This is an optimization exercise on Yosys and OpenROAD, whose aim is small area, a short achievable clock period and few clock cycles per item, not a production implementation.
In this exercise RTL edits were held to simulation tests only and were not proved equivalent to the original.
Power and IR drop assume default switching activity.

## job 101
## qad_peak_note
module qad_peak_note (
    input  wire        clk,
    input  wire        rst,           
    input  wire        in_valid,
    output wire        in_ready,
    input  wire [44:0] in_re,         
    input  wire [44:0] in_im,         
    input  wire [3:0]  log2n,         
    input  wire [19:0] sr,            
    output wire        out_valid,
    input  wire        out_ready,
    output wire [3:0]  code,          
    output wire [10:0] peak_bin,
    output wire [43:0] peak_mag,
    output wire [30:0] freq,          
    output wire [8:0]  note_key,      
    output wire [3:0]  note_pc,
    output wire [5:0]  note_oct,      
    output wire [15:0] note_name,     
    output wire [31:0] note_freq,     
    output wire [31:0] note_dev       
);
    localparam M  = 10;               
    localparam QW = 2 * M + 2;        
    localparam DW = 2 * M + 5;        
    localparam LB = M + 2;            
    reg         in_ready_r;
    reg         expect_first;         
    reg  [10:0] cnt;                  
    reg  [3:0]  l2n_q;
    reg  [19:0] sr_q;
    reg         acc_done;             
    reg         s1_v, s1_first, s1_last;
    reg  [44:0] s1_a, s1_b;           
    reg  [5:0]  s1_s;                 
    reg  [4:0]  s1_oh8;               
    reg  [7:0]  s1_oh1;               
    assign in_ready = in_ready_r;
    wire   in_fire  = in_valid && in_ready_r;
    wire [3:0]  cur_l2n  = expect_first ? log2n : l2n_q;
    wire [10:0] nxt_idx  = expect_first ? 11'd0 : cnt + 11'd1;
  ...
For scale: about 1000 flip-flops, roughly 310 I/O pins.
export LEC_CHECK = 0
export CAP_MARGIN = 20
export CORE_MARGIN = 2
export CORE_UTILIZATION = 66
export CTS_CLUSTER_DIAMETER = 100
export CTS_CLUSTER_SIZE = 24
export SLEW_MARGIN = 20
create_clock -name core_clock -period 15.0 [get_ports {clk}]
standard.sh (not shown) runs the stock make flow with config.mk's settings and CLKGATE_MAP_FILE= SYNTH_SCRIPT=/design/flow/synth_recipe.tcl, a recipe that flattens the netlist after the stock synthesis.
==> flow/flow/run.sh <==
#!/bin/bash
# The standard layout (standard.sh, all steps), except that the buffers
# placed on the input and output ports are sky130_fd_sc_hd__buf_1 cells.
set -e
export BUFFER_PORTS_ARGS="-buffer_cell sky130_fd_sc_hd__buf_1"
bash standard.sh > standard.log 2>&1
Testbench counts of job 101, summed over its fixed seeds: cycles 114,331, bins 108,544.
For job 102, these inputs were changed with respect to job 101:
- changing CORE_UTILIZATION from 66 to 60
- changing CTS_CLUSTER_SIZE from 24 to 20
Results
Routed wire in job 102 totals more than in job 101.
Job 102 against job 101: final cell count higher; fraction of standard cell area that is sequential lost 0.19 points; least setup slack across all paths after layout now sits higher.

Setup of pepper:
Another version of the RTL of qad_peak_note (not shown whole).
Size: ~5600 cells after synthesis, about 990 flip-flops, roughly 62000 um^2 of cells after synthesis.
// qad_peak_note
module qad_peak_note (
    input  wire        clk,
    input  wire        rst,           
    input  wire        in_valid,
    output wire        in_ready,
    input  wire [44:0] in_re,         
    input  wire [44:0] in_im,         
    input  wire [3:0]  log2n,         
    input  wire [19:0] sr,            
    output wire        out_valid,
    input  wire        out_ready,
    output wire [3:0]  code,          
    output wire [10:0] peak_bin,
    output wire [43:0] peak_mag,
    output wire [30:0] freq,          
    output wire [8:0]  note_key,      
    output wire [3:0]  note_pc,
    output wire [5:0]  note_oct,      
    output wire [15:0] note_name,     
    output wire [31:0] note_freq,     
    output wire [31:0] note_dev       
);
Settings: LEC_CHECK=0, CAP_MARGIN=20, CORE_MARGIN=2, CORE_UTILIZATION=60, CTS_CLUSTER_DIAMETER=100, CTS_CLUSTER_SIZE=20, PLACE_DENSITY=0.7, SLEW_MARGIN=20; clock period 15.0 ns.
Scripts as last shown in full above: flow/flow/run.sh
pepper | stages: all done | timing, DRC, antenna: all pass
Testbench counts of pepper, summed over its fixed seeds: cycles 114,331, bins 108,544.
#### Input delta (harbor over pepper)
Settings: a deleted PLACE_DENSITY that had been 0.7.
==> comparison <==
pepper -> harbor: fraction of registers with async set/reset delta 0, exact match. Reported for pepper and harbor, portion of the post-synthesis area used by sequential elements turned out identical to the last digit. Layout buffer count excluding clock buffers, pepper and harbor: higher on harbor. Against pepper, harbor comes in 2.1 points lower on worst-case headroom to the max-slew limit.

qad_peak_note, a different RTL version from the one above (not shown whole).
For scale: ~5600 cells after synthesis, about 1000 flip-flops, roughly 0.062 mm^2 of cells after synthesis.
export LEC_CHECK = 0
export CAP_MARGIN = 20
export CORE_MARGIN = 2
export CORE_UTILIZATION = 60
export CTS_CLUSTER_DIAMETER = 100
export CTS_CLUSTER_SIZE = 20
export SLEW_MARGIN = 20
create_clock -name core_clock -period 15.0 [get_ports {clk}]
Scripts as last shown in full above: flow/flow/run.sh
The first run completed with no timing, DRC or antenna violations.
Testbench counts at the start, summed over its fixed seeds: cycles 114,331, bins 108,544.
Next try:
--- a/flow/config.mk
+++ b/flow/config.mk
@@ -10 +10 @@
-export CORE_UTILIZATION = 60
+export CORE_UTILIZATION = 55
What happened: The changed run ran to the end with no violations. Synthesized area stays the same. Core utilization fell by 5.1 points. Worst setup slack gets worse by 0.087 ns. Sequential power is about the same. Count of clock-buffer cells in the layout rises by 6.

qad_peak_note, a different RTL version from the one above (not shown whole).
Size: roughly 5700 cells after synthesis, ~1000 flip-flops, roughly 310 I/O pins.
## qad_peak_note
module qad_peak_note (
    input  wire        clk,
    input  wire        rst,           
    input  wire        in_valid,
    output wire        in_ready,
    input  wire [44:0] in_re,         
    input  wire [44:0] in_im,         
    input  wire [3:0]  log2n,         
    input  wire [19:0] sr,            
    output wire        out_valid,
    input  wire        out_ready,
    output wire [3:0]  code,          
    output wire [10:0] peak_bin,
    output wire [43:0] peak_mag,
    output wire [30:0] freq,          
    output wire [8:0]  note_key,      
    output wire [3:0]  note_pc,
    output wire [5:0]  note_oct,      
    output wire [15:0] note_name,     
    output wire [31:0] note_freq,     
    output wire [31:0] note_dev       
);
    localparam M  = 10;               
    localparam QW = 2 * M + 2;        
    localparam DW = 2 * M + 5;        
    localparam LB = M + 2;            
  ...
clock: 15.0 ns
lec_check: 0
cap_margin: 20
core_margin: 2
core_utilization: 55
cts_cluster_diameter: 100
cts_cluster_size: 20
slew_margin: 20
Scripts as last shown in full above: flow/flow/run.sh
Testbench counts at the start, summed over its fixed seeds: cycles 114,331, bins 108,544.
Change:
--- a/flow/config.mk
+++ b/flow/config.mk
@@ -10 +10 @@
-export CORE_UTILIZATION = 55
+export CORE_UTILIZATION = 60
Combinational power goes down slightly.
Via count goes up slightly.
Worst hold slack gets better by 0.0059 ns.

-- static timing again, ports no longer ideal --
How much do the figures lean on ideal ports? The routed layouts below were timed once more, with nothing changed but the port constraints. Step 1: set_driving_cell puts a clkbuf_16 on clk and a buf_2 on each other input, an assumption about the parent block. Step 2 moves the port delays by t, midway between the first and last clock arrival at a register: inputs arrive t later, outputs are due t later. That takes back most of the time a late clock gives input paths. Three values: ideal ports, drivers, drivers and shift; two values: the first two.
run | shift t [ns] | slack for setup (ns) | worst setup path after step 2 | worst slew at a driven data input, ns | pins driven straight from the clock port
job 101 | 0.770 | 8.759 / 8.759 / 8.384 | input to register | 0.15 | 1
job 102 | 0.759 | 8.850 / 8.850 / 8.384 | input to register | 0.14 | 1
pepper | 0.764 | 8.458 / 8.385 / 8.268 | input to register | 0.04 | 1
harbor | 0.758 | 8.422 / 8.346 / 8.224 | input to register | 0.04 | 1
the first run of note 3 | 0.770 | 8.770 / 8.827 / 8.057 | input to register | 0.07 | 1
the second run of note 3 | 0.776 | 8.684 / 8.744 / 7.968 | input to register | 0.06 | 1
the first run of note 4 | 0.777 | 8.815 / 8.865 / 8.088 | input to register | 0.08 | 1
the second run of note 4 | 0.776 | 8.755 / 8.805 / 8.029 | input to register | 0.05 | 1
After both steps setup and hold are still met in every run listed. For the first run of note 4, which loses most, drivers alone change the setup slack by +0.050 ns; drivers and shift together by -0.727 ns.
